This is an optimization exercise on Yosys and OpenROAD, whose aim is small area, not a production implementation. Where RTL was checked, it was by simulation tests only, not by an equivalence proof against the original. No functional check of the RTL was part of run 1. No activity file was given, so power comes from the tool's default toggle rates.

## flow/config.mk

```make
export PLATFORM = sky130hd
export DESIGN_NAME = tfac_core
export DESIGN_NICKNAME = tfac_core
export VERILOG_FILES = /design/flow/design.v
export SDC_FILE = /design/flow/constraint.sdc
export NUM_CORES = 4
export LEC_CHECK = 0
export ABC_AREA = 1
export CAP_MARGIN = 20
export CORE_MARGIN = 2
export CORE_UTILIZATION = 40
export CTS_BUF_LIST = sky130_fd_sc_hd__clkbuf_8
export CTS_CLUSTER_DIAMETER = 60
export CTS_CLUSTER_SIZE = 16
export PLACE_DENSITY = 0.6
export SLEW_MARGIN = 20
```

## flow/constraint.sdc

```tcl
create_clock -name core_clock -period 10.0 [get_ports {clk}]
set_input_delay 2.0000 -clock core_clock [delete_from_list [all_inputs] [get_ports {clk}]]
set_output_delay 2.0000 -clock core_clock [all_outputs]
set_load 0.01 [all_outputs]
```

## flow/design.v

```verilog
module tfac_alu (
    input  wire [1:0] op,     
    input  wire [1:0] a,
    input  wire [1:0] b,
    input  wire       cin,
    output reg  [1:0] res,
    output wire       cout
);
    wire [1:0] bx = b ^ {2{op == 2'd1}};
    wire [2:0] s  = {1'b0, a} + {1'b0, bx} + {2'b00, cin};
    always @* begin
        case (op)
            2'd0, 2'd1: res = s[1:0];
            2'd2:       res = a & b;
            default:    res = a | b;
        endcase
    end
    assign cout = s[2];
endmodule
module tfac_core (
    input  wire        clk,
    input  wire        rst,               
    input  wire        cfg_decode_halt,   
    input  wire        cfg_mem_halt,      
    input  wire [3:0]  bp_en,
    input  wire [63:0] bp_addr,           
    input  wire        resume,            
    output wire        paused,
    output wire        halted,
    output reg         ram_req,
    output reg         ram_we,
    output reg  [12:0] ram_addr,
    output reg  [15:0] ram_wdata,
    input  wire        ram_gnt,
    input  wire [15:0] ram_rdata,         
    output reg         cin_req,
    output reg         cin_int,           
    input  wire        cin_valid,
    input  wire        cin_eof,
    input  wire [15:0] cin_data,
    output reg         cout_valid,
    output reg         cout_int,          
    output reg  [15:0] cout_data,
    input  wire        cout_ready,
    output reg         diag_valid,
    output reg  [2:0]  diag_code,
    output reg  [15:0] diag_addr,
    output reg  [15:0] diag_data,
    input  wire [3:0]  dbg_sel,
    output wire [15:0] dbg_data,
    output wire        flag_z,
    output wire        flag_c,
    output wire [15:0] ir
);
    localparam S_CLR    = 4'd0;    
    localparam S_FETCH  = 4'd1;    
    localparam S_EX     = 4'd2;    
    localparam S_SH     = 4'd3;    
    localparam S_WB     = 4'd4;    
    localparam S_ACCF   = 4'd5;    
    localparam S_RDF    = 4'd6;    
    localparam S_DEC    = 4'd7;    
    localparam S_LD     = 4'd8;    
    localparam S_LDP    = 4'd9;    
    localparam S_ACCD   = 4'd10;   
    localparam S_RDD    = 4'd11;   
    localparam S_END    = 4'd12;   
    localparam S_PAUSED = 4'd13;
    localparam S_HALTED = 4'd14;
    localparam A_ADD = 2'd0, A_SUB = 2'd1, A_AND = 2'd2, A_OR = 2'd3;
    localparam B_DATA = 3'd0, B_I6 = 3'd1, B_I8 = 3'd2, B_ZERO = 3'd3, B_ONE = 3'd4;
    reg [15:0] ring [0:15];
    reg        z_q, c_q;
    reg [15:0] ir_q;
    reg [15:0] addr_q;
    reg [15:0] data_q;
    reg [3:0]  state;
    reg [2:0]  ph;
    reg        run;
    reg        cy;
    reg        bp_hit;
    reg        mem_diag;
    wire stopped = (state == S_PAUSED) || (state == S_HALTED);
    assign paused = (state == S_PAUSED);
    assign halted = (state == S_HALTED);
    assign flag_z = z_q;
    assign flag_c = c_q;
    assign ir     = ir_q;
    wire in_pass = (state <= S_WB);
    wire active  = in_pass && (run || ph == 3'd0);
    wire last    = (ph == 3'd7);
    wire [3:0]  op    = ir_q[3:0];
    wire [3:0]  f74   = ir_q[7:4];
    wire [3:0]  f118  = ir_q[11:8];
    wire [3:0]  f1512 = ir_q[15:12];
    wire [3:0]  rd3   = {1'b0, ir_q[6:4]};
    wire [3:0]  rn3   = {1'b0, ir_q[9:7]};
    wire is_sys   = (op == 4'h0);
    wire is_halt  = is_sys && (f74 == 4'h0);
    wire is_cmpr  = is_sys && (f74 == 4'h1);
    wire is_push  = is_sys && (f74 == 4'h2);
    wire is_pop   = is_sys && (f74 == 4'h3);
    wire is_jump  = (op == 4'h1);
    wire is_mov   = (op == 4'h2);
    wire is_ldr   = (op == 4'h3);
    wire is_str   = (op == 4'h4);
    wire is_alu4  = (op >= 4'h5) && (op <= 4'h8);
    wire is_shift = (op == 4'h9) || (op == 4'hA);
    wire is_aluI  = (op == 4'hB) || (op == 4'hC);
    wire is_cmpi  = (op == 4'hD);
    wire illegal  = (is_sys && (f74 > 4'h3)) || (is_jump && (f74 > 4'h4)) ||
                    (op == 4'hE) || (op == 4'hF);
    reg jump_taken;
    always @* begin
        case (f74[2:0])
            3'd0:    jump_taken = 1'b1;
            3'd1:    jump_taken = z_q;
            3'd2:    jump_taken = !z_q;
            3'd3:    jump_taken = c_q;
            default: jump_taken = !c_q;
        endcase
    end
    wire [15:0] imm6 = {{10{ir_q[15]}}, ir_q[15:10]};
    wire [15:0] imm8 = {{8{ir_q[15]}}, ir_q[15:8]};
    wire [1:0]  imm6_b = imm6[{ph, 1'b0} +: 2];
    wire [1:0]  imm8_b = imm8[{ph, 1'b0} +: 2];
    wire acc_we   = (state == S_ACCD) && (is_str || is_push);
    wire in_acc   = (state == S_ACCF) || (state == S_ACCD);
    wire acc_ram  = (addr_q[15:13] == 3'b000);
    wire io_page  = (addr_q[15:2] == 14'h3C00);
    wire acc_cin  = io_page && !acc_we && !addr_q[0];
    wire acc_cout = io_page &&  acc_we &&  addr_q[0];
    wire acc_bad  = !acc_ram && !acc_cin && !acc_cout;
    wire        rd_ram   = (state == S_RDF) || (state == S_RDD);
    wire        m_cin    = in_acc && acc_cin && cin_valid && !cin_eof;
    wire [15:0] memval   = ({16{rd_ram}} & ram_rdata) |
                           ({{8{m_cin && addr_q[1]}}, {8{m_cin}}} & cin_data);
    wire        acc_done_rd = in_acc && !acc_we && ((acc_cin && cin_valid) || acc_bad);
    reg  [3:0]  isel, wsel;
    reg         a_zero;
    reg  [2:0]  b_src;
    reg  [1:0]  aop;
    reg         cin0;
    reg         r_we;
    reg         addr_ld, addr_res;
    reg         data_reg, data_mem;
    reg         z_acc, c_upd;
    reg  [3:0]  nstate;
    always @* begin
        isel     = 4'd15;
        wsel     = f74;
        a_zero   = 1'b0;
        b_src    = B_ZERO;
        aop      = A_ADD;
        cin0     = 1'b0;
        r_we     = 1'b0;
        addr_ld  = 1'b0;
        addr_res = 1'b0;
        data_reg = 1'b0;
        data_mem = 1'b0;
        z_acc    = 1'b0;
        c_upd    = 1'b0;
        nstate   = state;
        case (state)
            S_CLR: begin
                if (last) nstate = S_FETCH;
            end
            S_FETCH: begin
                b_src   = B_ONE;
                r_we    = 1'b1;
                wsel    = 4'd15;
                addr_ld = 1'b1;
                if (last) nstate = S_ACCF;
            end
            S_ACCF: begin
                if (acc_ram) begin
                    if (ram_gnt) nstate = S_RDF;
                end else if (acc_done_rd)
                    nstate = S_DEC;
            end
            S_RDF: nstate = S_DEC;
            S_DEC: begin
                nstate   = S_LD;
                if (illegal)
                    nstate = cfg_decode_halt ? S_HALTED : S_END;
                else if (is_halt)
                    nstate = S_HALTED;
            end
            S_EX: begin
                if (last) nstate = S_END;
                if (is_alu4 || is_cmpr) begin
                    isel   = f118;
                    b_src  = B_DATA;
                    aop    = is_cmpr ? A_SUB : (op - 4'h5);
                    cin0   = is_cmpr || (op == 4'h6);
                    r_we   = !is_cmpr;
                    z_acc  = 1'b1;
                    c_upd  = 1'b1;
                end else if (is_shift) begin
                    isel    = f1512;
                    addr_ld = 1'b1;
                    if (last) nstate = S_SH;
                end else if (is_aluI) begin
                    isel   = rn3;
                    b_src  = B_I6;
                    aop    = op[0] ? A_ADD : A_SUB;
                    cin0   = !op[0];
                    r_we   = 1'b1;
                    wsel   = rd3;
                    z_acc  = 1'b1;
                    c_upd  = 1'b1;
                end else if (is_cmpi) begin
                    isel   = f74;
                    b_src  = B_I8;
                    aop    = A_SUB;
                    cin0   = 1'b1;
                    z_acc  = 1'b1;
                    c_upd  = 1'b1;
                end else if (is_mov) begin
                    a_zero = 1'b1;
                    b_src  = B_I8;
                    r_we   = 1'b1;
                end else if (is_jump) begin
                    b_src  = B_I8;
                    r_we   = jump_taken;
                    wsel   = 4'd15;
                end else if (is_ldr || is_str) begin
                    isel     = rn3;
                    b_src    = B_I6;
                    addr_ld  = 1'b1;
                    addr_res = 1'b1;
                    if (last) nstate = S_ACCD;
                end else if (is_push) begin
                    isel     = 4'd14;
                    b_src    = B_ONE;
                    aop      = A_SUB;
                    cin0     = 1'b1;
                    r_we     = 1'b1;
                    wsel     = 4'd14;
                    addr_ld  = 1'b1;
                    addr_res = 1'b1;
                    if (last) nstate = S_LDP;
                end else begin  
                    isel     = 4'd14;
                    b_src    = B_ONE;
                    r_we     = 1'b1;
                    wsel     = 4'd14;
                    addr_ld  = 1'b1;
                    if (last) nstate = S_ACCD;
                end
            end
            S_SH: begin
                a_zero = 1'b1;
                b_src  = B_DATA;
                r_we   = 1'b1;
                z_acc  = 1'b1;
                if (last) nstate = S_END;
            end
            S_LD: begin
                isel     = is_shift ? f118 : is_str ? rd3 : f1512;
                data_reg = last;
                if (last) nstate = S_EX;
            end
            S_LDP: begin
                isel     = f118;
                data_reg = last;
                if (last) nstate = S_ACCD;
            end
            S_ACCD: begin
                if (acc_ram) begin
                    if (ram_gnt) nstate = acc_we ? S_END : S_RDD;
                end else if (acc_cout) begin
                    if (cout_ready) nstate = S_END;
                end else if (acc_we) begin
                    nstate = S_END;         
                end else if (acc_done_rd) begin
                    data_mem = 1'b1;
                    nstate   = S_WB;
                end
            end
            S_RDD: begin
                data_mem = 1'b1;
                nstate   = S_WB;
            end
            S_WB: begin
                a_zero = 1'b1;
                b_src  = B_DATA;
                cin0   = is_pop && (f118 == 4'd14);
                r_we   = 1'b1;
                wsel   = is_ldr ? rd3 : f118;
                if (last) nstate = S_END;
            end
            S_END: begin
                if (cfg_mem_halt && mem_diag) nstate = S_HALTED;
                else if (bp_hit)              nstate = S_PAUSED;
                else                          nstate = S_FETCH;
            end
            S_PAUSED: begin
                if (resume) nstate = S_FETCH;
            end
            S_HALTED: ;
            default:  nstate = S_HALTED;
        endcase
        if (in_pass && !active)
            nstate = state;
    end
    wire [3:0] rsel = stopped ? dbg_sel : isel;
    reg  [15:0] qs;
    integer q;
    always @* begin
        qs = 16'h0000;
        for (q = 0; q < 16; q = q + 1)
            qs = qs | (ring[q] & {16{rsel == q}});
    end
    wire [31:0] qq = {qs, qs} << {ph, 1'b0};
    wire [15:0] xv = qq[31:16];         
    assign dbg_data = xv;
    wire [4:0] sh_n    = addr_q[4:0];
    wire       sh_kill = (addr_q[15:5] != 11'd0) || (sh_n > 5'd16);
    wire       shl     = op[0];
    wire       in_sh   = (state == S_SH);
    wire [5:0] i0      = {2'b00, ph, 1'b0};
    wire [5:0] pos0    = !in_sh ? i0 : shl ? i0 - {1'b0, sh_n} : i0 + {1'b0, sh_n};
    wire [5:0] pos1    = !in_sh ? i0 + 6'd1 : shl ? i0 + 6'd1 - {1'b0, sh_n} : i0 + 6'd1 + {1'b0, sh_n};
    wire [1:0] data_b  = {data_q[pos1[3:0]] && (pos1[5:4] == 2'b00),
                          data_q[pos0[3:0]] && (pos0[5:4] == 2'b00)};
    wire       sh_c    = (sh_n != 5'd0) && !sh_kill &&
                         (shl ? data_q[pos0[3:0]] : data_q[pos1[3:0]]);
    reg [1:0] a_b, b_b;
    always @* begin
        a_b = a_zero ? 2'b00 : qs[1:0];
        case (b_src)
            B_DATA:  b_b = (in_sh && sh_kill) ? 2'b00 : data_b;
            B_I6:    b_b = imm6_b;
            B_I8:    b_b = imm8_b;
            B_ONE:   b_b = {1'b0, ph == 3'd0};
            default: b_b = 2'b00;
        endcase
    end
    wire       cin = (ph == 3'd0) ? cin0 : cy;
    wire [1:0] res;
    wire       cout;
    tfac_alu u_alu (.op(aop), .a(a_b), .b(b_b), .cin(cin), .res(res), .cout(cout));
    wire       clr   = (state == S_CLR);
    wire [1:0] ins   = res & {2{!clr}};
    wire       ins14 = clr ? (ph == 3'd6) : res[1];    
    integer r;
    always @(posedge clk) begin
        for (r = 0; r < 16; r = r + 1) begin
            if (active && (clr || (r_we && wsel == r)))
                ring[r] <= {(r == 14) ? ins14 : ins[1], ins[0], ring[r][15:2]};
            else
                ring[r] <= {ring[r][1:0], ring[r][15:2]};
        end
    end
    wire [1:0] addr_in = addr_res ? res : qs[1:0];
    integer j;
    always @(posedge clk) begin
        for (j = 0; j < 16; j = j + 1)
            if (active && addr_ld && (ph == (j >> 1)))
                addr_q[j] <= addr_in[j & 1];
    end
    always @(posedge clk) begin
        if (data_reg || data_mem)
            data_q <= data_mem ? memval : {qs[1:0], qs[15:2]};
    end
    always @* begin
        ram_req    = in_acc && acc_ram;
        ram_we     = acc_we;
        ram_addr   = addr_q[12:0];
        ram_wdata  = data_q;
        cin_req    = in_acc && acc_cin;
        cin_int    = addr_q[1];
        cout_valid = in_acc && acc_cout;
        cout_int   = addr_q[1];
        cout_data  = addr_q[1] ? data_q : {8'h00, data_q[7:0]};
        diag_addr  = addr_q;
        diag_valid = 1'b0;
        diag_code  = 3'd2;
        diag_data  = 16'h0000;
        if (state == S_DEC) begin
            diag_valid = illegal;
            diag_code  = 3'd1;
            diag_data  = ir_q;
        end else if (in_acc) begin
            if (acc_bad) begin
                diag_valid = 1'b1;
                diag_code  = acc_we ? 3'd3 : 3'd2;
                diag_data  = acc_we ? data_q : 16'h0000;
            end else if (acc_cin && cin_valid && cin_eof) begin
                diag_valid = 1'b1;
                diag_code  = 3'd4;
            end
        end
    end
    reg bp_m;
    integer k;
    always @* begin
        bp_m = 1'b0;
        for (k = 0; k < 4; k = k + 1)
            if (bp_en[k] && (bp_addr[16*k +: 16] == addr_q))
                bp_m = 1'b1;
    end
    always @(posedge clk) begin
        if ((state == S_RDF) || ((state == S_ACCF) && acc_done_rd))
            ir_q <= memval;
        if (state == S_ACCF)
            bp_hit <= bp_m;
        if (active)
            cy <= cout;
    end
    always @(posedge clk) begin
        if (rst) begin
            state    <= S_CLR;
            ph       <= 3'd0;
            run      <= 1'b0;
            z_q      <= 1'b0;
            c_q      <= 1'b0;
            mem_diag <= 1'b0;
        end else begin
            state <= nstate;
            ph    <= ph + 3'd1;
            run   <= active && !last;
            if (active && z_acc)
                z_q <= ((ph == 3'd0) || z_q) && (res == 2'b00);
            if (active && c_upd)
                c_q <= (aop == A_ADD) ? cout : (aop == A_SUB) ? !cout : 1'b0;
            else if (active && in_sh && (shl ? (ph == 3'd0) : last))
                c_q <= sh_c;
            if (state == S_FETCH)
                mem_diag <= 1'b0;
            else if (diag_valid && in_acc)
                mem_diag <= 1'b1;
        end
    end
endmodule
```

## flow/flow/run.sh

```bash
#!/bin/bash
# The standard layout, with the smallest plain buffer (buf_1) as the
# buffer that ORFS puts on every input and output port.
set -euo pipefail
export BUFFER_PORTS_ARGS="-buffer_cell sky130_fd_sc_hd__buf_1"
bash standard.sh > standard.log 2>&1
```

## flow/standard.sh

```bash
#!/bin/bash
# synth_recipe.tcl (not shown) runs the flow's synth.tcl, then flattens the netlist and writes it again
# the make line also repeats each setting of config.mk as NAME=value (left out here)
make -C /OpenROAD-flow-scripts/flow DESIGN_CONFIG=/design/flow/config.mk WORK_HOME=/design/flow/orfs CLKGATE_MAP_FILE= SYNTH_SCRIPT=/design/flow/synth_recipe.tcl "${@:-finish}"
```

==> summary.md, run 1 <==
| Metric | Value |
|---|---|
| Post-synth EDFFs | 50 |
| #FFs+latches synth | 317 |
| Final GP Congestion | 0.982 |
| CP arrival | 5180 ps |
| PortBufs | 235 |
| Starting Density | 0.406 |
| Routed vias | 14,678 |
| Setup WS post-layout | 2820 ps |
| CTS Buf Count | 28 |
| Clock transition at path regs | 110 ps |
| Crit-path max cell delay | 810 ps |
| Cell Pwr Density | 298 nW/µm² |
| First-pass GRT wire length | 83,800 µm |
| Layout area overhead | 10.9% |
| Routed wire length | 58,000 µm |
| Mean Syn Cell Area | 7.60 µm² |
| Reg-to-reg critical path endpoint | ring[3][15] |
| Setup Buffers After CTS | 0 |
| Fin cells | 2,723 |
| Netlist Area Pre-Place | 15,200 µm² |
| Num ports | 236 |
| Kind of critical path | register to output pin |
| Relative slew slack | 0.253 |
| Post-Synthesis Cells | 2,006 |
| Hold wc startpoint | ring[12][10] |
| First-pass iteration count of the detailed router | 7 |
| CTS tree | built |
| Crit-path most repeated cell | nand2_1 |
| Yosys warns | 3 |
| Worst-case vdd ir drop | 0.000223 V |
| Tot GR Track Use | 0.284 |
| Fin. Hold Viols | 0 |
| WP buf/inv | 5 |
| Max Slew Vio Count | 0 |
| Placed Cells | 2,679 |
| Fin crit period | 7180 ps |
| Clock latency on the worst-skew pair | 650 ps |
| Synth Net Count | 2,142 |
| Fmax | 139 MHz |
| Seq/Total Area, Yosys | 0.449 |
| Kind of cell adding the most delay to the critical path | simple AND/OR/NAND/NOR gates |
| # rows | 71 |
| Post-CTS sizing | 0 |
| Initial antenna violation count | 1 |
| Die W | 199 µm |
| Unique masters post-synth | 62 |
| NumNets Final | 2,334 |
| Critical Path RT | 8000 ps |
| Crit path launch type | register |
| Setup slack, reg-to-reg | 4490 ps |
| RSZ-0062 raised after global routing | no |
| Reg2reg start | ir_q[0] |
| Layout cell share with drive strength beyond 1 | 0.0833 |
| Outcome | timing/DRC/antenna clean |
| Post-synth top flop | dfxtp_1 |
| Endpoints failing setup | 0 |
| Starting DRT DRC Count | 1,276 |
| Via-per-instance ratio | 5.39 |
| Hold endpoint | ring[12][8] |
| Critical path endpoint category | output pin |
| Hold Crit Class | register to register |
| Hpwl dp | 46,300 µm |
| Post-CTS Hold Buffers | 0 |
| Residual DRC count | 0 |
| Fillers | 3,911 |
| Place WS | 3420 ps |
| Fin Setup TNS | 0 ps |
| Tightest Pin Transition | 1110 ps |
| Post-synth ARST share | 0 |
| Routed length per instance | 21.3 µm |
| Clock Skew | 48.8 ps |
| Largest net degree at the start of global routing | 31 |
| CTS H-tree depth | 1 |
| Post-route antenna net violation count | 0 |
| Maximum fanout along the worst path | 16 |
| Total power | 5.03 mW |
| Root buf cell | clkbuf_8 |
| Worst hold path stage count | 0 |
| Clock Sink Count | 317 |
| Reg2reg path depth | 28 |
| DIE AREA | 39,700 µm² |
| Worst path slowest cell | nor3_2 |
| Die Y-Extent | 199 µm |
| Core area | 37,600 µm² |
| Total congestion overflow | 0 |
| Max-Cap Viols | 0 |
| Tcrit/Tclk final | 0.718 |
| Number of global-route vias before repair | 13,954 |
| Leakage | 7.23 nW |
| Clk buf depth | 3 |
power breakdown:
| part | internal [mW] | switching (mW) | leakage [nW] |
|---|---|---|---|
| logic | 0.611 | 1.80 | 4.29 |
| clock network | 0.362 | 0.463 | 0.302 |
| registers | 1.61 | 0.194 | 2.64 |
| total | 2.58 | 2.45 | 7.23 |
cell usage in the layout, fill, tap and decap left out, types with 20 or more instances in the layout:
| cell type | Yosys | layout |
|---|---|---|
| buf_1 | 3 | 235 |
| nand4_1 | 47 | 47 |
| nor2_1 | 138 | 138 |
| inv_1 | 174 | 175 |
| o21ai_2 | 20 | 20 |
| o22ai_1 | 25 | 25 |
| a21oi_1 | 38 | 38 |
| clkbuf_8 | 0 | 29 |
| o21ai_0 | 115 | 112 |
| nand2_2 | 25 | 25 |
| dfxtp_1 | 267 | 267 |
| nand2_1 | 635 | 635 |
| nand3_1 | 123 | 123 |
| edfxtp_1 | 50 | 50 |
| inv_2 | 26 | 26 |
| a22o_1 | 22 | 22 |
synth_stat cells (19+ instances only):
cell type    n  area share
a22o_1      22       0.013
nor2_1     138       0.034
o21ai_2     20       0.011
nand3_1    123       0.040
nor3_1      19      0.0062
inv_1      174       0.043
clkbuf_1    19      0.0047
edfxtp_1    50       0.099
nand2_1    635        0.16
o22ai_1     25       0.010
nand4_1     47       0.019
a21oi_1     38       0.012
nand2_2     25       0.010
dfxtp_1    267        0.35
o21ai_0    115       0.038
inv_2       26      0.0064
buf_4       29       0.014
stage by stage:
step	hold WS [ps]	cell area (µm²)	utilization
after floorplan	331	15200	-
after global placement	335	16300	0.433
after detailed placement	335	16300	0.434
after CTS	325	16900	0.450
after global routing	333	16900	0.450
final	334	16900	0.450
layer usage:
layer  global-route usage  wire length, µm  vias up
met4                0.157             3490        0
met2                0.510            28800      671
met1                0.331            22000     6884
li1                     -                -     6951
met3               0.0305             3680      172
met5                    0                0        -
worst max-delay path by stage:
| stage | startpoint | to | slack (ps) | cells past startpoint |
|---|---|---|---|---|
| final | ir_q[0] | dbg_data[15] | 2820 | 26 |
| after global routing | ir_q[0] | dbg_data[10] | 2330 | 26 |
| after CTS | ir_q[0] | dbg_data[2] | 2820 | 26 |
| after detailed placement | dbg_sel[2] | dbg_data[2] | 3420 | 16 |
| after global placement | dbg_sel[2] | dbg_data[2] | 3400 | 16 |
| after floorplan | dbg_sel[2] | dbg_data[4] | 4360 | 16 |
logic make-up after synthesis:
| logic type | share of synthesized area |
|---|---|
| XOR/XNOR | 0.00862 |
| adder cells (fa/ha/maj) | 0.0218 |
| multiplexers | 0.00213 |
| flip-flops | 0.449 |
| AND/OR/NAND/NOR | 0.306 |
| buffers and inverters | 0.0850 |
| AO/OA/AOI/OAI | 0.127 |
layout make-up:
type,instances,area (µm²),share of cell area
clock buffer,29,399,0.0236
multi-input combinational,1403,7100,0.420
antenna,2,5.00,0.000296
clock inverter,13,199,0.0118
sequential,317,6850,0.405
timing repair buffer,243,942,0.0558
tap,511,639,0.0378
inverter,205,769,0.0455
state kept, by name, summed over array words and instances (netlist names):
| name | count |
|---|---|
| ring | 256 |
| cy | 1 |
| run | 1 |
| c_q | 1 |
| data_q | 16 |
| addr_q | 16 |
| ir_q | 16 |
| bp_hit | 1 |
| state | 4 |
| ph | 3 |
| mem_diag | 1 |
| z_q | 1 |
==> run 2, diff against run 1 <==
--- a/flow/design.v
+++ b/flow/design.v
@@ -63,8 +63,7 @@
     localparam S_LD     = 4'd8;    
-    localparam S_LDP    = 4'd9;    
+    localparam S_END    = 4'd9;    
     localparam S_ACCD   = 4'd10;   
     localparam S_RDD    = 4'd11;   
-    localparam S_END    = 4'd12;   
-    localparam S_PAUSED = 4'd13;
-    localparam S_HALTED = 4'd14;
+    localparam S_PAUSED = 4'd12;
+    localparam S_HALTED = 4'd13;
     localparam A_ADD = 2'd0, A_SUB = 2'd1, A_AND = 2'd2, A_OR = 2'd3;
@@ -74,4 +73,5 @@
     reg [15:0] ir_q;
-    reg [15:0] addr_q;
-    reg [15:0] data_q;
+    reg [15:0] t_q;
+    reg [5:0]  sh_q;       
+    reg        sh_hi;      
     reg [3:0]  state;
@@ -128,6 +128,6 @@
     wire in_acc   = (state == S_ACCF) || (state == S_ACCD);
-    wire acc_ram  = (addr_q[15:13] == 3'b000);
-    wire io_page  = (addr_q[15:2] == 14'h3C00);
-    wire acc_cin  = io_page && !acc_we && !addr_q[0];
-    wire acc_cout = io_page &&  acc_we &&  addr_q[0];
+    wire acc_ram  = (t_q[15:13] == 3'b000);
+    wire io_page  = (t_q[15:2] == 14'h3C00);
+    wire acc_cin  = io_page && !acc_we && !t_q[0];
+    wire acc_cout = io_page &&  acc_we &&  t_q[0];
     wire acc_bad  = !acc_ram && !acc_cin && !acc_cout;
@@ -136,3 +136,3 @@
     wire [15:0] memval   = ({16{rd_ram}} & ram_rdata) |
-                           ({{8{m_cin && addr_q[1]}}, {8{m_cin}}} & cin_data);
+                           ({{8{m_cin && t_q[1]}}, {8{m_cin}}} & cin_data);
     wire        acc_done_rd = in_acc && !acc_we && ((acc_cin && cin_valid) || acc_bad);
@@ -199,4 +199,3 @@
                 end else if (is_shift) begin
-                    isel    = f1512;
-                    addr_ld = 1'b1;
+                    isel    = f1512;           
                     if (last) nstate = S_SH;
@@ -241,3 +240,3 @@
                     addr_res = 1'b1;
-                    if (last) nstate = S_LDP;
+                    if (last) nstate = S_ACCD;
                 end else begin  
@@ -259,3 +258,3 @@
             S_LD: begin
-                isel     = is_shift ? f118 : is_str ? rd3 : f1512;
+                isel     = is_shift ? f118 : f1512;
                 data_reg = last;
@@ -263,8 +262,4 @@
             end
-            S_LDP: begin
-                isel     = f118;
-                data_reg = last;
-                if (last) nstate = S_ACCD;
-            end
             S_ACCD: begin
+                isel = is_str ? rd3 : f118;    
                 if (acc_ram) begin
@@ -317,4 +312,4 @@
     assign dbg_data = xv;
-    wire [4:0] sh_n    = addr_q[4:0];
-    wire       sh_kill = (addr_q[15:5] != 11'd0) || (sh_n > 5'd16);
+    wire [4:0] sh_n    = sh_q[4:0];
+    wire       sh_kill = sh_q[5] || sh_hi || (sh_n > 5'd16);
     wire       shl     = op[0];
@@ -324,6 +319,6 @@
     wire [5:0] pos1    = !in_sh ? i0 + 6'd1 : shl ? i0 + 6'd1 - {1'b0, sh_n} : i0 + 6'd1 + {1'b0, sh_n};
-    wire [1:0] data_b  = {data_q[pos1[3:0]] && (pos1[5:4] == 2'b00),
-                          data_q[pos0[3:0]] && (pos0[5:4] == 2'b00)};
+    wire [1:0] data_b  = {t_q[pos1[3:0]] && (pos1[5:4] == 2'b00),
+                          t_q[pos0[3:0]] && (pos0[5:4] == 2'b00)};
     wire       sh_c    = (sh_n != 5'd0) && !sh_kill &&
-                         (shl ? data_q[pos0[3:0]] : data_q[pos1[3:0]]);
+                         (shl ? t_q[pos0[3:0]] : t_q[pos1[3:0]]);
     reg [1:0] a_b, b_b;
@@ -355,3 +350,4 @@
     end
-    wire [1:0] addr_in = addr_res ? res : qs[1:0];
+    wire [1:0]  addr_in = addr_res ? res : qs[1:0];
+    wire [15:0] t_par   = data_mem ? memval : {qs[1:0], qs[15:2]};
     integer j;
@@ -359,8 +355,14 @@
         for (j = 0; j < 16; j = j + 1)
-            if (active && addr_ld && (ph == (j >> 1)))
-                addr_q[j] <= addr_in[j & 1];
+            if (data_reg || data_mem)
+                t_q[j] <= t_par[j];
+            else if (active && addr_ld && (ph == (j >> 1)))
+                t_q[j] <= addr_in[j & 1];
     end
+    wire ex_sh = active && (state == S_EX) && is_shift;
     always @(posedge clk) begin
-        if (data_reg || data_mem)
-            data_q <= data_mem ? memval : {qs[1:0], qs[15:2]};
+        if (ex_sh && ph == 3'd0) sh_q[1:0] <= qs[1:0];
+        if (ex_sh && ph == 3'd1) sh_q[3:2] <= qs[1:0];
+        if (ex_sh && ph == 3'd2) sh_q[5:4] <= qs[1:0];
+        if (ex_sh)
+            sh_hi <= (ph == 3'd3) ? (qs[1:0] != 2'b00) : (sh_hi || (qs[1:0] != 2'b00));
     end
@@ -369,10 +371,10 @@
         ram_we     = acc_we;
-        ram_addr   = addr_q[12:0];
-        ram_wdata  = data_q;
+        ram_addr   = t_q[12:0];
+        ram_wdata  = xv;
         cin_req    = in_acc && acc_cin;
-        cin_int    = addr_q[1];
+        cin_int    = t_q[1];
         cout_valid = in_acc && acc_cout;
-        cout_int   = addr_q[1];
-        cout_data  = addr_q[1] ? data_q : {8'h00, data_q[7:0]};
-        diag_addr  = addr_q;
+        cout_int   = t_q[1];
+        cout_data  = t_q[1] ? xv : {8'h00, xv[7:0]};
+        diag_addr  = t_q;
         diag_valid = 1'b0;
@@ -388,3 +390,3 @@
                 diag_code  = acc_we ? 3'd3 : 3'd2;
-                diag_data  = acc_we ? data_q : 16'h0000;
+                diag_data  = acc_we ? xv : 16'h0000;
             end else if (acc_cin && cin_valid && cin_eof) begin
@@ -400,3 +402,3 @@
         for (k = 0; k < 4; k = k + 1)
-            if (bp_en[k] && (bp_addr[16*k +: 16] == addr_q))
+            if (bp_en[k] && (bp_addr[16*k +: 16] == t_q))
                 bp_m = 1'b1;
==> summary.md, run 2 <==
| Metric | Value |
|---|---|
| Outcome | timing/DRC/antenna clean |
| Reg2reg path depth | 25 |
| Max-Cap Viols | 0 |
| Most common cell after layout, fill and taps aside | nand2_1 |
| Fin Setup TNS | 0 ps |
| Tightest Pin Transition | 1210 ps |
| Post-CTS sizing | 0 |
| Reg2reg start | ir_q[0] |
| Leakage | 7.47 nW |
| Clock Skew | 86.5 ps |
| Crit-path most repeated cell | nand2_1 |
| Post-synth top flop | dfxtp_1 |
| Routed length per instance | 20.4 µm |
| Root buf cell | clkbuf_8 |
| Layout cell share with drive strength beyond 1 | 0.0771 |
| Kind of cell adding the most delay to the critical path | simple AND/OR/NAND/NOR gates |
| Unique masters post-synth | 57 |
| Synth Net Count | 2,209 |
| Final core utilization | 0.446 |
| Endpoints failing setup | 0 |
| Max reg flops | 256 |
| Critical Path RT | 8000 ps |
| Initial antenna violation count | 0 |
| Setup slack, reg-to-reg | 4310 ps |
| Via-per-instance ratio | 5.30 |
| Relative slew slack | 0.187 |
| Mean Syn Cell Area | 7.38 µm² |
| Starting DRT DRC Count | 973 |
| Worst hold path stage count | 0 |
| Post-synth ARST share | 0 |
| Worst path slowest cell | nor2_2 |
| Max Slew Vio Count | 0 |
| First-pass GRT wire length | 82,300 µm |
| Crit path launch type | register |
| Routed wire length | 56,500 µm |
| Hpwl dp | 44,000 µm |
| Tcrit/Tclk final | 0.757 |
| Routed vias | 14,676 |
| Kind of critical path | register to output pin |
| Clk buf depth | 3 |
| Post-route antenna net violation count | 0 |
| Critical path endpoint category | output pin |
| Fin crit period | 7570 ps |
| CTS H-tree depth | 1 |
| Top cells by area, synth | dfxtp_1, nand2_1, edfxtp_1 |
| Residual DRC count | 0 |
| PortBufs | 235 |
| Fin. Hold Viols | 0 |
| Seq/Total Area, Yosys | 0.430 |
| Setup Buffers After CTS | 0 |
| DIE AREA | 39,800 µm² |
| NumNets Final | 2,386 |
| Hold endpoint | ring[5][10] |
| Core area | 37,700 µm² |
| Cell Pwr Density | 259 nW/µm² |
| CTS tree | built |
| Die Y-Extent | 200 µm |
| Hold Crit Class | register to register |
| Clock Sink Count | 308 |
| Post-synth EDFFs | 41 |
| Clock transition at path regs | 100 ps |
| Post-CTS Hold Buffers | 0 |
| N_diodes | 0 |
| Synth top area share | 0.349 |
| Largest area contributor in the netlist | dfxtp_1 |
| Largest net degree at the start of global routing | 33 |
| # rows | 71 |
| Num ports | 236 |
| Starting Density | 0.406 |
| Post-Synthesis Cells | 2,073 |
| Most frequent cell after synthesis | nand2_1 |
| Synth top cells by count | nand2_1, dfxtp_1, nand3_1, nor2_1, inv_1 |
| CP arrival | 5570 ps |
| Fmax | 132 MHz |
| RSZ-0062 raised after global routing | no |
| First-pass iteration count of the detailed router | 6 |
| WP buf/inv | 6 |
| Worst-case vdd ir drop | 0.000167 V |
| Reg-to-reg critical path endpoint | t_q[5] |
| Final GP Congestion | 0.939 |
| Yosys warns | 3 |
| Clock latency on the worst-skew pair | 670 ps |
| Largest Register | ring |
| Layout area overhead | 9.90% |
| Netlist Area Pre-Place | 15,300 µm² |
| Number of global-route vias before repair | 13,695 |
| Maximum fanout along the worst path | 22 |
| Crit-path max cell delay | 830 ps |
| Largest registers | ring (256), ir_q (16), t_q (16) |
| Total congestion overflow | 0 |
| #FFs+latches synth | 308 |
| Hold wc startpoint | ring[5][12] |
| Most frequent cells in the layout | nand2_1, dfxtp_1, buf_1 |
| Tot GR Track Use | 0.276 |
| CTS Buf Count | 28 |
| Die W | 200 µm |
==> run 2: cell types whose count changed after synthesis, moves of 10 or more <==
cell | before | now
a22o_1 | 22 | 12
o22ai_1 | 25 | 15
o21ai_1 | 12 | 31
nand3_1 | 123 | 206
inv_1 | 174 | 152
buf_4 | 29 | 51
a21oi_1 | 38 | 64
nand2_1 | 635 | 614
nand4_1 | 47 | 22
nor2_2 | 10 | 20
o21ai_0 | 115 | 105
nor2_1 | 138 | 161
==> run 2: metrics by stage <==
| stage | total power [mW] | worst slack (ps) | hold WS [ps] | area, µm² | std cells |
|---|---|---|---|---|---|
| after floorplan | 3.02 | 4130 | 331 | 15300 | 2073 |
| after global placement | 3.57 | 3140 | 333 | 16300 | 2731 |
| after global routing | 4.63 | 1980 | 306 | 16800 | 2769 |
| after detailed placement | 3.58 | 3100 | 335 | 16300 | 2731 |
| final | 4.36 | 2430 | 303 | 16800 | 2769 |
| after CTS | 4.35 | 2430 | 311 | 16800 | 2769 |
==> run 2: area by class of cell <==
cell class | count | area, µm²
clock buffer | 28 | 385
clock inverter | 10 | 159
fill | 3969 | 20900
inverter | 185 | 694
multi-input combinational | 1477 | 7360
sequential | 308 | 6580
tap | 511 | 639
timing repair buffer | 250 | 995
==> run 2: where the power goes <==
| part | switching (mW) | internal (mW) |
|---|---|---|
| sequential | 0.219 | 1.62 |
| clock | 0.471 | 0.306 |
| combinational | 1.29 | 0.450 |
| total | 1.98 | 2.38 |
==> run 2: routing by layer <==
metal	vias up	wire [µm]	global-route usage	part of all wire
met5	-	0	0	0
met4	0	2520	0.114	0.045
met3	95	3560	0.0380	0.063
met2	563	26800	0.471	0.47
met1	6883	23600	0.350	0.42
li1	7135	-	-	-
==> run 2: worst max-delay path by stage <==
stage | from | endpoint | cells after the start
floorplan | dbg_sel[1] | dbg_data[5] | 17
global placement | ir_q[0] | cout_data[11] | 26
detailed placement | ir_q[0] | cout_data[13] | 26
CTS | ir_q[0] | cout_data[13] | 26
global route | ir_q[0] | dbg_data[11] | 26
finish | ir_q[0] | cout_data[11] | 26
==> run 2: cells by family after synthesis <==
kind of cell | share of synthesized area
buf+inv | 0.0894
xor+xnor | 0.0115
flops | 0.430
compound gates | 0.129
simple gates | 0.318
mux | 0.000654
fa+ha+maj | 0.0218
==> run 3, diff against run 2 <==
==> flow/flow/run.sh (replaced) <==
#!/bin/bash
# The standard layout (standard.sh) with two changes:
#  - ABC maps the logic with flow/area.abc (the &nf mapper with area
#    recovery) instead of ORFS's abc_area.script; the synthesis script is
#    otherwise synth_recipe.tcl unchanged, so the registers are the same;
#  - the buffer that ORFS puts on every input and output port is buf_1.
# Each tool's full output is in standard.log and in orfs/logs/.
set -euo pipefail
W=$PWD
{
  printf 'proc abc {args} { set i [lsearch $args -script]; if {$i >= 0} { lset args [expr {$i + 1}] %s }; yosys abc {*}$args }\n' "$W/flow/area.abc"
  cat "$W/synth_recipe.tcl"
} > "$W/area_synth.tcl"
sed "s#SYNTH_SCRIPT=[^ ]*synth_recipe\.tcl#SYNTH_SCRIPT=$W/area_synth.tcl#" "$W/standard.sh" > "$W/area_standard.sh"
grep -q "SYNTH_SCRIPT=$W/area_synth.tcl" "$W/area_standard.sh"
export BUFFER_PORTS_ARGS="-buffer_cell sky130_fd_sc_hd__buf_1"
bash "$W/area_standard.sh" > "$W/standard.log" 2>&1
==> flow/flow/area.abc (new file) <==
strash
dc2
dc2
&get -n
&dch -f
&nf -R 1000 -p
&put
&get -n
&dch -f
&nf -R 1000 -p
&put
topo
dnsize -c
--- a/flow/config.mk
+++ b/flow/config.mk
@@ -8,3 +8,3 @@
 export ABC_AREA = 1
-export CAP_MARGIN = 20
+export CAP_MARGIN = 5
 export CORE_MARGIN = 2
@@ -15,2 +15,2 @@
 export PLACE_DENSITY = 0.6
-export SLEW_MARGIN = 20
+export SLEW_MARGIN = 5
==> summary.md, run 3 <==
| Metric | Value |
|---|---|
| # rows | 66 |
| Maximum fanout along the worst path | 13 |
| Leakage | 5.42 nW |
| Largest Register | ring |
| Clock Skew | 21.7 ps |
| Synth top area share | 0.405 |
| Finished Cell Area | 15,200 µm² |
| #FFs+latches synth | 308 |
| Clk buf depth | 3 |
| CTS Buf Count | 27 |
| Synth Net Count | 1,491 |
| First-pass iteration count of the detailed router | 6 |
| Most frequent cells in the layout | dfxtp_1, buf_1, nand2_1 |
| CTS H-tree depth | 1 |
| Routed length per instance | 25.8 µm |
| Synth top cells by count | dfxtp_1, nand2_1, nor2_1, o21ai_0, a21oi_1 |
| Storage element area | 6580 µm² |
| Max reg flops | 256 |
| GR Util met3 | 0.0708 |
| Post-synth top flop | dfxtp_1 |
| Cell Pwr Density | 143 nW/µm² |
| Initial antenna violation count | 3 |
| Placed cell area | 14,600 µm² |
| Fin crit period | 9210 ps |
| Num ports | 236 |
| Routed wire length | 53,300 µm |
| Largest registers | ring (256), ir_q (16), t_q (16) |
| Post-CTS sizing | 0 |
| Clock latency on the worst-skew pair | 610 ps |
| Via-per-instance ratio | 6.09 |
| Die Y-Extent | 186 µm |
| Tightest Pin Transition | 1090 ps |
| Routed vias | 12,577 |
| Critical path origin | ir_q[1] |
| CTS tree | built |
| Worst-case vdd ir drop | 0.000115 V |
| Unique masters post-synth | 60 |
| Core area | 32,500 µm² |
| Number of global-route vias before repair | 12,246 |
| Worst hold path stage count | 0 |
| GRT Max-Usage Layer | met2 |
| Starting DRT DRC Count | 1,561 |
| Final GP Congestion | 1.02 |
| Setup slack, reg-to-reg | 2060 ps |
| Fin cells | 2,066 |
| NumNets Final | 1,748 |
| Largest area contributor in the netlist | dfxtp_1 |
| Met2 GRT Util | 0.487 |
| Tot GR Track Use | 0.301 |
| Largest net degree at the start of global routing | 42 |
| Most common cell after layout, fill and taps aside | dfxtp_1 |
| Fin Setup TNS | 0 ps |
| Post-synth EDFFs | 41 |
| CP arrival | 7210 ps |
| RSZ-0062 raised after global routing | no |
| Hold Slack | 346 ps |
| Outcome | timing/DRC/antenna clean |
| Clock Sink Count | 308 |
| Tcrit/Tclk final | 0.921 |
| Crit path launch type | register |
| Post-Synthesis Cells | 1,355 |
| Kind of critical path | register to output pin |
| Total congestion overflow | 0 |
| Yosys warns | 3 |
| Total power | 2.17 mW |
| Endpoints failing setup | 0 |
| Max-Cap Viols | 0 |
| DIE AREA | 34,500 µm² |
| Grt met1 use | 0.353 |
| First-pass GRT wire length | 76,400 µm |
| Die W | 186 µm |
| Starting Density | 0.406 |
| Hold Crit Class | register to register |
| Layout cell share with drive strength beyond 1 | 0.0481 |
| Post-CTS Hold Buffers | 0 |
| Hpwl dp | 40,200 µm |
| Fin. Hold Viols | 0 |
| Relative slew slack | 0.276 |
| Fmax | 109 MHz |
| Residual DRC count | 0 |
| Critical path endpoint category | output pin |
| Top cells by area, synth | dfxtp_1, edfxtp_1, a222oi_1 |
| Reg2reg start | ir_q[1] |
| Placed Cells | 2,025 |
| Fillers | 3,205 |
| Reg2reg path depth | 21 |
| Hold endpoint | ring[1][6] |
| Post-synth ARST share | 0 |
| PortBufs | 235 |
| Post-route antenna net violation count | 0 |
| Clock transition at path regs | 100 ps |
| Multi-input gate area | 6140 µm² |
| Critical Path RT | 8000 ps |
| Root buf cell | clkbuf_8 |
| Seq/Total Area, Yosys | 0.498 |
| Mean Syn Cell Area | 9.75 µm² |
| Hold wc startpoint | ring[1][8] |
| Netlist Area Pre-Place | 13,200 µm² |
| Max Slew Vio Count | 0 |
| Reg-to-reg critical path endpoint | t_q[7] |
| Layout area overhead | 14.7% |
| Most frequent cell after synthesis | dfxtp_1 |
| Setup Buffers After CTS | 0 |
run 3: cell types whose count changed after synthesis, moves of 28 or more:
cell	before	now
nand2_1	614	140
nand3_1	206	26
inv_1	152	0
a222oi_1	0	53
a22oi_1	1	54
clkinv_1	8	57
nor2_1	161	127
o21ai_1	31	0
clkbuf_1	28	0
mux2_1	0	28
run 3: layout make-up:
| type | instances | share of cell area |
|---|---|---|
| clock inverters | 12 | 0.0111 |
| flip-flops and latches | 308 | 0.434 |
| diodes | 2 | 0.000330 |
| inverters | 57 | 0.0141 |
| repair buffers | 268 | 0.0745 |
| clock buffers | 27 | 0.0245 |
| well taps | 442 | 0.0365 |
| multi-input cells | 950 | 0.405 |
run 3: worst max path at each step:
stage                               to  slack (ps)  depth (start not counted)
after CTS                 diag_data[1]         950                         21
after detailed placement  diag_data[1]        1650                         21
after global placement    diag_data[1]        1860                         21
after global routing      diag_data[1]         340                         21
after floorplan           diag_data[5]        2880                         19
final                     diag_data[1]         790                         21
run 3: kinds of logic after synthesis:
logic type,count (synthesis),synth area share
AOI/OAI and AO/OA,432,0.230
xor gates and xnor gates,21,0.0139
adders and majority gates,24,0.0259
buffers and inverters,97,0.0389
DFF,308,0.498
muxes,54,0.0474
and+or+nand+nor,419,0.146
run 3: critical path: stages (launching register included):
cell	delay, ps
edfxtp_1	530
clkinv_1	300
ha_1	470
nand2b_1	220
a22oi_1	360
and2_0	630
nand2_1	260
o221ai_1	240
a31oi_1	70
o22a_1	270
or2_0	290
nor2_1	630
buf_4	330
a22oi_1	110
nand4_1	100
or2_0	610
nor2_1	80
a21oi_1	200
mux2i_1	130
o21ai_0	390
a32o_1	230
buf_1	150
run 3: metrics by stage:
step                      setup slack, ps  utilization
after floorplan                      2880            -
after global placement               1860        0.449
after detailed placement             1650        0.449
after CTS                             953        0.466
final                                 786        0.466
after global routing                  337        0.466
run 3: per-layer routing:
| layer | vias up | wire length (µm) |
|---|---|---|
| met5 | - | 13 |
| met4 | 2 | 3850 |
| met3 | 189 | 5230 |
| met2 | 772 | 24100 |
| met1 | 5968 | 20200 |
| li1 | 5646 | - |
run 3: power by group:
part           total [mW]  internal, mW  switching, mW
clock               0.748         0.318          0.430
combinational       0.157        0.0534          0.104
sequential           1.27          1.26        0.00720
total                2.17          1.63          0.541
==> run 4, diff against run 3 <==
--- a/flow/config.mk
+++ b/flow/config.mk
@@ -8,3 +8,3 @@
 export ABC_AREA = 1
-export CAP_MARGIN = 5
+export CAP_MARGIN = 20
 export CORE_MARGIN = 2
@@ -15,2 +15,2 @@
 export PLACE_DENSITY = 0.6
-export SLEW_MARGIN = 5
+export SLEW_MARGIN = 20
==> summary.md, run 4 <==
| Metric | Value |
|---|---|
| Outcome | timing/DRC/antenna clean |
| Clock transition at path regs | 100 ps |
| Final GP Congestion | 1.02 |
| Reg-to-reg critical path endpoint | t_q[7] |
| Multi-input gate area | 6140 µm² |
| Starting DRT DRC Count | 1,561 |
| Starting Density | 0.406 |
| Tightest Pin Transition | 1090 ps |
| Critical Path RT | 8000 ps |
| Fmax | 109 MHz |
| First-pass iteration count of the detailed router | 6 |
| PortBufs | 235 |
| Fillers | 3,205 |
| Storage element area | 6580 µm² |
| RSZ-0062 raised after global routing | no |
| Logic gate share of total power | 0.073 |
| Met1 Wirelength | 20,200 µm |
| Post-synth top flop | dfxtp_1 |
| Post-Synthesis Cells | 1,355 |
| Routed wire length | 53,300 µm |
| Finished Cell Area | 15,200 µm² |
| Clk buf depth | 3 |
| Netlist Area Pre-Place | 13,200 µm² |
| Tot GR Track Use | 0.301 |
| Critical path endpoint category | output pin |
| Largest area contributor in the netlist | dfxtp_1 |
| Final core utilization | 0.466 |
| Initial antenna violation count | 3 |
| Placed cell area | 14,600 µm² |
| Most frequent cells in the layout | dfxtp_1, buf_1, nand2_1 |
| Hold Crit Class | register to register |
| Clock Skew | 21.7 ps |
| Die W | 186 µm |
| Clock Sink Count | 308 |
| Fin Setup TNS | 0 ps |
| Num ports | 236 |
| Post-synth EDFFs | 41 |
| CP arrival | 7210 ps |
| Yosys warns | 3 |
| Most common cell after layout, fill and taps aside | dfxtp_1 |
| Clock group share of total power | 0.344 |
| #FFs+latches synth | 308 |
| Endpoints failing setup | 0 |
| Top layer reached by signal wires | met5 |
| Routed vias | 12,577 |
| Root buf cell | clkbuf_8 |
| Mean Syn Cell Area | 9.75 µm² |
| Post-CTS Hold Buffers | 0 |
| WL met2 | 24,100 µm |
| Max-Cap Viols | 0 |
| Relative slew slack | 0.276 |
| Reg2reg start | ir_q[1] |
| First-pass GRT wire length | 76,400 µm |
| Tcrit/Tclk final | 0.921 |
| Via-per-instance ratio | 6.09 |
| Post-synth ARST share | 0 |
| Most frequent cell after synthesis | dfxtp_1 |
| CTS tree | built |
| Flop pwr share | 0.583 |
| Hpwl dp | 40,200 µm |
| Largest Register | ring |
| NumNets Final | 1,748 |
| Synth top area share | 0.405 |
| Setup slack, reg-to-reg | 2060 ps |
| Layout area overhead | 14.7% |
| Number of global-route vias before repair | 12,246 |
| Setup Buffers After CTS | 0 |
| Kind of critical path | register to output pin |
| Post-route antenna net violation count | 0 |
| Routed wl met3 | 5230 µm |
| Top cells by area, synth | dfxtp_1, edfxtp_1, a222oi_1 |
| Cell Pwr Density | 143 nW/µm² |
| Layout cell share with drive strength beyond 1 | 0.0481 |
| Fin. Hold Viols | 0 |
| Sw Pwr | 0.541 mW |
| Leakage | 5.42 nW |
| Worst Setup EP | diag_data[1] |
| Routed length per instance | 25.8 µm |
| Max reg flops | 256 |
| Core area | 32,500 µm² |
| Total congestion overflow | 0 |
| Maximum fanout along the worst path | 13 |
| Die Y-Extent | 186 µm |
| Internal | 1.63 mW |
| Seq/Total Area, Yosys | 0.498 |
| Clock latency on the worst-skew pair | 610 ps |
| Largest net degree at the start of global routing | 42 |
| Synth Net Count | 1,491 |
| Unique masters post-synth | 60 |
| # rows | 66 |
| Residual DRC count | 0 |
| Total power | 2.17 mW |
| Critical path origin | ir_q[1] |
| Reg2reg path depth | 21 |
| Synth top cells by count | dfxtp_1, nand2_1, nor2_1, o21ai_0, a21oi_1 |
| Max Slew Vio Count | 0 |
| Fin crit period | 9210 ps |
| CTS H-tree depth | 1 |
| Crit path launch type | register |
| DIE AREA | 34,500 µm² |
| Post-CTS sizing | 0 |
| Switching share of total power | 0.249 |
| Worst-case vdd ir drop | 0.000115 V |
| CTS Buf Count | 27 |
| Largest registers | ring (256), ir_q (16), t_q (16) |
-- run 4: cell counts in the layout (fill, tap and decap cells not counted) --
No cell type changed its count.
-- run 4: cell type report --
class	count	share of cell area
Sequential cell	308	0.434
Multi-Input combinational cell	950	0.405
Timing Repair Buffer	268	0.0745
Tap cell	442	0.0365
Clock buffer	27	0.0245
Inverter	57	0.0141
Clock inverter	12	0.0111
Antenna cell	2	0.000330
-- run 4: power by group through the flow --
stage          clock [mW]  sequential, mW  combinational [mW]
2_1_floorplan           0            1.30              0.0935
3_3_place_gp            0            1.29               0.152
3_5_place_dp            0            1.29               0.153
4_1_cts             0.762            1.27               0.154
5_1_grt             0.807            1.27               0.171
6_report            0.748            1.27               0.157
-- run 4: worst min-delay path by stage --
stage / cells past startpoint / endpoint / start / slack [ps]
after global placement: 0 / ring[4][9] / ring[4][11] / 330
after CTS: 0 / ring[11][8] / ring[11][10] / 350
final: 0 / ring[1][6] / ring[1][8] / 350
after detailed placement: 0 / ring[6][3] / ring[6][5] / 340
after global routing: 0 / ring[11][8] / ring[11][10] / 350
after floorplan: 0 / ring[6][3] / ring[6][5] / 330
-- run 4: kinds of logic (layout without fill, tap and decap cells) --
kind of cell / count (synthesis) / after routing / share of synthesized area
compound gates: 432 / 432 / 0.230
xor+xnor: 21 / 21 / 0.0139
fa+ha+maj: 24 / 24 / 0.0259
buf+inv: 97 / 364 / 0.0389
flops: 308 / 308 / 0.498
mux: 54 / 54 / 0.0474
other cells: 0 / 2 / 0
simple gates: 419 / 419 / 0.146
-- run 4: worst max-delay path, stage by stage (launching register included) --
cell,delay [ps]
edfxtp_1,530
clkinv_1,300
ha_1,470
nand2b_1,220
a22oi_1,360
and2_0,630
nand2_1,260
o221ai_1,240
a31oi_1,70
o22a_1,270
or2_0,290
nor2_1,630
buf_4,330
a22oi_1,110
nand4_1,100
or2_0,610
nor2_1,80
a21oi_1,200
mux2i_1,130
o21ai_0,390
a32o_1,230
buf_1,150
-- run 4: per-stage QoR --
step / hold slack [ps] / instances / worst slack, ps
finish: 346 / 2066 / 786
global route: 352 / 2066 / 337
CTS: 347 / 2064 / 953
floorplan: 326 / 1355 / 2880
detailed placement: 336 / 2025 / 1650
global placement: 333 / 2025 / 1860
-- run 4: routing by layer --
layer  GRT usage  up-vias
li1            -     5646
met5           0        -
met2       0.487      772
met4       0.206        2
met3      0.0708      189
met1       0.353     5968
==> run 5, diff against run 4 <==
--- a/flow/config.mk
+++ b/flow/config.mk
@@ -10,3 +10,3 @@
 export CORE_MARGIN = 2
-export CORE_UTILIZATION = 40
+export CORE_UTILIZATION = 60
 export CTS_BUF_LIST = sky130_fd_sc_hd__clkbuf_8
@@ -14,3 +14,4 @@
 export CTS_CLUSTER_SIZE = 16
-export PLACE_DENSITY = 0.6
+export GPL_TIMING_DRIVEN = 0
+export PLACE_DENSITY = 0.75
 export SLEW_MARGIN = 20
==> summary.md, run 5 <==
| Metric | Value |
|---|---|
| Largest Register | ring |
| Post-CTS sizing | 0 |
| Yosys warns | 3 |
| Max reg flops | 256 |
| Root buf cell | clkbuf_8 |
| Most frequent cell after synthesis | dfxtp_1 |
| N_diodes | 0 |
| CTS H-tree depth | 1 |
| Starting Density | 0.609 |
| Die W | 152 µm |
| Tcrit/Tclk final | 0.967 |
| First-pass GRT wire length | 71,700 µm |
| PortBufs | 235 |
| Hold Crit Class | register to register |
| Synth top area share | 0.405 |
| Post-Synthesis Cells | 1,355 |
| Post-synth EDFFs | 41 |
| Fin Setup TNS | 0 ps |
| NumNets Final | 1,770 |
| Outcome | timing/DRC/antenna clean |
| Layout cell share with drive strength beyond 1 | 0.0726 |
| DIE AREA | 23,200 µm² |
| Clock Skew | 35.7 ps |
| Worst-case vdd ir drop | 0.000169 V |
| Number of global-route vias before repair | 12,045 |
| Post-synth ARST share | 0 |
| Routed wire length | 48,000 µm |
| Seq/Total Area, Yosys | 0.498 |
| Clock transition at path regs | 110 ps |
| Largest registers | ring (256), ir_q (16), t_q (16) |
| Largest net degree at the start of global routing | 43 |
| Netlist Area Pre-Place | 13,200 µm² |
| Synth Net Count | 1,491 |
| Kind of critical path | register to output pin |
| Residual DRC count | 0 |
| Synth top cells by count | dfxtp_1, nand2_1, nor2_1, o21ai_0, a21oi_1 |
| Fin crit period | 9670 ps |
| Mean Syn Cell Area | 9.75 µm² |
| Most frequent cells in the layout | dfxtp_1, buf_1, nand2_1 |
| Max Slew Vio Count | 0 |
| Routed vias | 12,734 |
| Fillers | 1,706 |
| Total congestion overflow | 0 |
| CP arrival | 7670 ps |
| Initial antenna violation count | 0 |
| Via-per-instance ratio | 6.63 |
| Hpwl dp | 36,900 µm |
| Unique masters post-synth | 60 |
| Most common cell after layout, fill and taps aside | dfxtp_1 |
| Tot GR Track Use | 0.398 |
| Die Y-Extent | 152 µm |
| Clk buf depth | 3 |
| Routed length per instance | 25.0 µm |
| Critical Path RT | 8000 ps |
| RSZ-0062 raised after global routing | no |
| Starting DRT DRC Count | 1,629 |
| Crit path launch type | register |
| Top cells by area, synth | dfxtp_1, edfxtp_1, a222oi_1 |
| First-pass iteration count of the detailed router | 6 |
| Layout area overhead | 14.6% |
| Fin. Hold Viols | 0 |
| Post-synth top flop | dfxtp_1 |
| Largest area contributor in the netlist | dfxtp_1 |
| Max-Cap Viols | 0 |
| Critical path endpoint category | output pin |
| Final core utilization | 0.698 |
| Clock latency on the worst-skew pair | 580 ps |
| Relative slew slack | 0.329 |
| Core area | 21,700 µm² |
| Post-CTS Hold Buffers | 0 |
| Tightest Pin Transition | 1010 ps |
| Post-route antenna net violation count | 0 |
| Num ports | 236 |
| CTS Buf Count | 25 |
| CTS tree | built |
| Fmax | 103 MHz |
| Final GP Congestion | 1.03 |
| # rows | 54 |
| Endpoints failing setup | 0 |
| Cell Pwr Density | 136 nW/µm² |
| Leakage | 5.50 nW |
| Setup Buffers After CTS | 0 |
| Maximum fanout along the worst path | 22 |
| Clock Sink Count | 308 |
| #FFs+latches synth | 308 |
run 5: final cells by class:
type	instances	area (µm²)	share of cell area
well taps	280	350	0.0231
repair buffers	252	1080	0.0717
multi-input cells	950	6200	0.410
inverters	57	214	0.0141
flip-flops and latches	308	6580	0.435
plain buffers	40	300	0.0198
clock inverters	8	66.3	0.00438
clock buffers	25	344	0.0227
run 5: cell families (layout without fill, tap and decap cells):
family / count (synthesis) / in the layout / synth area share
XOR/XNOR: 21 / 21 / 0.0139
flip-flops: 308 / 308 / 0.498
AO/OA/AOI/OAI: 432 / 432 / 0.230
buffers and inverters: 97 / 382 / 0.0389
multiplexers: 54 / 54 / 0.0474
adder cells (fa/ha/maj): 24 / 24 / 0.0259
AND/OR/NAND/NOR: 419 / 419 / 0.146
run 5: critical path, cell delays in order, from the launching register on:
cell and delay, ps:
edfxtp_1 880, clkinv_1 480, ha_1 380, and2_0 270, nand4b_1 210, and2_0 580, nand2_1 300, o221ai_1 250
a31oi_1 60, o22a_1 270, or2_0 330, nor2_2 820, a222oi_1 200, nand3_1 140, or2_0 560, nor2_1 80
a21oi_1 200, mux2i_1 130, o21ai_0 470, a32o_1 260, buf_1 180
run 5: path summary, 6_finish.rpt:
| kind | slack, ps | start | end | depth (start not counted) |
|---|---|---|---|---|
| worst max register to register | 1930 | ir_q[0] | ring[7][15] | 21 |
| worst max-delay path | 330 | ir_q[0] | diag_data[1] | 20 |
| worst min-delay path | 350 | ring[0][7] | ring[0][5] | 0 |
| worst min register to register | 350 | ring[0][7] | ring[0][5] | 0 |
run 5: through the flow:
step / hold slack, ps / area, µm² / setup slack [ps] / power [mW] / cells
after floorplan: 326 / 13200 / 2880 / 1.39 / 1355
after global placement: 334 / 14400 / 581 / 1.45 / 1870
after detailed placement: 335 / 14700 / 1230 / 1.45 / 1887
after CTS: 354 / 15100 / 588 / 2.06 / 1920
after global routing: 358 / 15100 / 129 / 2.12 / 1920
final: 352 / 15100 / 329 / 2.06 / 1920
run 5: where the power goes:
group / total, mW / switching [mW] / internal [mW]
Clock: 0.631 / 0.394 / 0.237
Sequential: 1.27 / 0.0159 / 1.26
Combinational: 0.157 / 0.0952 / 0.0618
run 5: metal layers:
layer  vias to the layer above  track usage  wire [µm]
li1                       5705            -          -
met1                      5915        0.474      17300
met5                         -            0          0
met2                       900        0.659      22200
met3                       214       0.0825       4890
met4                         0        0.255       3680
==> run 6, diff against run 5 <==
--- a/flow/config.mk
+++ b/flow/config.mk
@@ -14,3 +14,2 @@
 export CTS_CLUSTER_SIZE = 16
-export GPL_TIMING_DRIVEN = 0
 export PLACE_DENSITY = 0.75
==> summary.md, run 6 <==
| Metric | Value |
|---|---|
| Residual DRC count | 0 |
| Setup Buffers After CTS | 0 |
| PortBufs | 235 |
| Max-Cap Viols | 0 |
| Placed cell area | 14,400 µm² |
| Max reg flops | 256 |
| Final GP Congestion | 0.993 |
| Routed wl met3 | 5170 µm |
| #FFs+latches synth | 308 |
| Post-synth top flop | dfxtp_1 |
| Max Slew Vio Count | 0 |
| Seq/Total Area, Yosys | 0.498 |
| Fillers | 1,825 |
| Mean Syn Cell Area | 9.75 µm² |
| Number of global-route vias before repair | 12,539 |
| Starting DRT DRC Count | 1,824 |
| Endpoints failing setup | 0 |
| Post-CTS Hold Buffers | 0 |
| Post-synth ARST share | 0 |
| N_diodes | 0 |
| Clk buf depth | 3 |
| # rows | 54 |
| Top cells by area, synth | dfxtp_1, edfxtp_1, a222oi_1 |
| Cell Pwr Density | 139 nW/µm² |
| Fin Setup TNS | 0 ps |
| Hpwl dp | 37,300 µm |
| Relative slew slack | 0.255 |
| NumNets Final | 1,739 |
| First-pass GRT wire length | 74,300 µm |
| Initial antenna violation count | 1 |
| RSZ-0062 raised after global routing | no |
| Top layer reached by signal wires | met4 |
| Tcrit/Tclk final | 0.927 |
| Post-synth EDFFs | 41 |
| Tightest Pin Transition | 1120 ps |
| Unique masters post-synth | 60 |
| Most frequent cells in the layout | dfxtp_1, buf_1, nand2_1 |
| Routed vias | 12,881 |
| Maximum fanout along the worst path | 22 |
| Most common cell after layout, fill and taps aside | dfxtp_1 |
| Leakage | 5.34 nW |
| Post-route antenna net violation count | 0 |
| Routed length per instance | 26.4 µm |
| Post-CTS sizing | 0 |
| Hold wc startpoint | ring[8][5] |
| Synth Net Count | 1,491 |
| CTS H-tree depth | 1 |
| Synth top cells by count | dfxtp_1, nand2_1, nor2_1, o21ai_0, a21oi_1 |
| Tot GR Track Use | 0.413 |
| Fmax | 108 MHz |
| Clock latency on the worst-skew pair | 580 ps |
| Routed wire length | 49,900 µm |
| WL met2 | 23,100 µm |
| Die W | 152 µm |
| First-pass iteration count of the detailed router | 9 |
| Num ports | 236 |
| Met1 Wirelength | 17,700 µm |
| Kind of critical path | register to output pin |
| Total congestion overflow | 0 |
| DIE AREA | 23,200 µm² |
| Starting Density | 0.609 |
| Post-Synthesis Cells | 1,355 |
| Worst-case vdd ir drop | 0.000222 V |
| Layout cell share with drive strength beyond 1 | 0.0422 |
| Largest area contributor in the netlist | dfxtp_1 |
| Fin. Hold Viols | 0 |
| Root buf cell | clkbuf_8 |
| Outcome | timing/DRC/antenna clean |
| Synth top area share | 0.405 |
| Via-per-instance ratio | 6.82 |
| Crit path launch type | register |
| CTS tree | built |
| Yosys warns | 3 |
| Largest registers | ring (256), ir_q (16), t_q (16) |
| Critical path origin | ir_q[0] |
| Finished Cell Area | 14,800 µm² |
| Most frequent cell after synthesis | dfxtp_1 |
| Netlist Area Pre-Place | 13,200 µm² |
| Clock Skew | 27.7 ps |
| Die Y-Extent | 152 µm |
| CTS Buf Count | 25 |
| Largest Register | ring |
| Critical path endpoint category | output pin |
| Layout area overhead | 12.1% |
| Clock Sink Count | 308 |
| Clock transition at path regs | 100 ps |
| Core area | 21,700 µm² |
| Reg2reg start | ir_q[0] |
| Fin crit period | 9270 ps |
| Largest net degree at the start of global routing | 42 |
| Hold Crit Class | register to register |
| CP arrival | 7270 ps |
| Critical Path RT | 8000 ps |
[run 6: cell counts after synthesis]
No cell type changed its count.
[run 6: kinds of logic after synthesis]
kind of cell,after synthesis,synth area share
muxes,54,0.0474
buffers and inverters,97,0.0389
adders and majority gates,24,0.0259
DFF,308,0.498
and+or+nand+nor,419,0.146
xor gates and xnor gates,21,0.0139
AOI/OAI and AO/OA,432,0.230
[run 6: cell type report]
| class | count | area [µm²] | share of cell area |
|---|---|---|---|
| Inverter | 57 | 214 | 0.0144 |
| Timing Repair Buffer | 261 | 1080 | 0.0727 |
| Sequential cell | 308 | 6580 | 0.444 |
| Multi-Input combinational cell | 950 | 6160 | 0.416 |
| Tap cell | 280 | 350 | 0.0237 |
| Clock buffer | 26 | 358 | 0.0242 |
| Clock inverter | 8 | 76.3 | 0.00515 |
[run 6: critical path: stages, from the launching register on]
cell      delay (ps)
edfxtp_1         860
clkinv_1         410
ha_1             360
and2_0           240
nand4b_1         200
and2_0           550
nand2_1          250
o221ai_1         220
a31oi_1           70
o22a_1           250
or2_0            280
nor2_1           810
buf_4            330
a22oi_1          110
nand4_1          100
or2_0            490
nor2_1            80
a21oi_1          190
a21oi_1          120
o21ai_0          380
a32o_1           230
buf_1            160
[run 6: power breakdown]
group | switching, mW | total, mW | internal [mW] | leakage (nW)
Combinational | 0.102 | 0.156 | 0.0536 | 2.54
Sequential | 0.00858 | 1.27 | 1.26 | 2.57
Clock | 0.395 | 0.641 | 0.246 | 0.228
[run 6: final timing paths]
| path | end | slack [ps] | cells past startpoint |
|---|---|---|---|
| min reg2reg | ring[8][3] | 350 | 0 |
| max | diag_data[5] | 730 | 21 |
| min | ring[8][3] | 350 | 0 |
| max reg2reg | ring[11][15] | 2130 | 20 |
[run 6: metrics by stage]
| stage | setup slack (ps) | hold slack [ps] | power (mW) | utilization | instances |
|---|---|---|---|---|---|
| 5_1_grt | 425 | 353 | 2.12 | 0.683 | 1890 |
| 3_3_place_gp | 1900 | 334 | 1.44 | 0.662 | 1856 |
| 6_report | 728 | 346 | 2.06 | 0.683 | 1890 |
| 2_1_floorplan | 2880 | 326 | 1.39 | - | 1355 |
| 4_1_cts | 967 | 344 | 2.06 | 0.682 | 1890 |
| 3_5_place_dp | 1580 | 337 | 1.45 | 0.662 | 1856 |
[run 6: layer usage]
metal / track usage / up-vias
li1: - / 5638
met1: 0.485 / 6010
met2: 0.682 / 991
met3: 0.0890 / 242
met4: 0.275 / 0
met5: 0 / -

## re-timing with driven ports
Ports are ideal in the flow. The routed layouts listed here were re-timed in OpenROAD. Step 1 assumes that a clkbuf_16 drives the clock port and a buf_2 every other input. Step 2 adds t to the input delays and takes it off the output delays; t is the mean of the earliest and latest rising clock arrival at the registers after step 1. Input paths then give back, and output paths get back, about the clock's delay inside the block. Three values: ideal ports, drivers, drivers and shift; two values: the first two.
run | shift t [ns] | setup slack, ns | cell pins on the clock port's net
run 1 | 0.663 | 2.823 / 2.779 / 3.396 | 1
run 2 | 0.676 | 2.428 / 2.378 / 3.055 | 1
run 3 | 0.641 | 0.786 / 0.741 / 1.382 | 1
run 4 | 0.641 | 0.786 / 0.741 / 1.382 | 1
run 5 | 0.602 | 0.329 / 0.285 / 0.887 | 1
run 6 | 0.611 | 0.728 / 0.681 / 1.292 | 1
After both steps setup and hold are still met in every run listed.
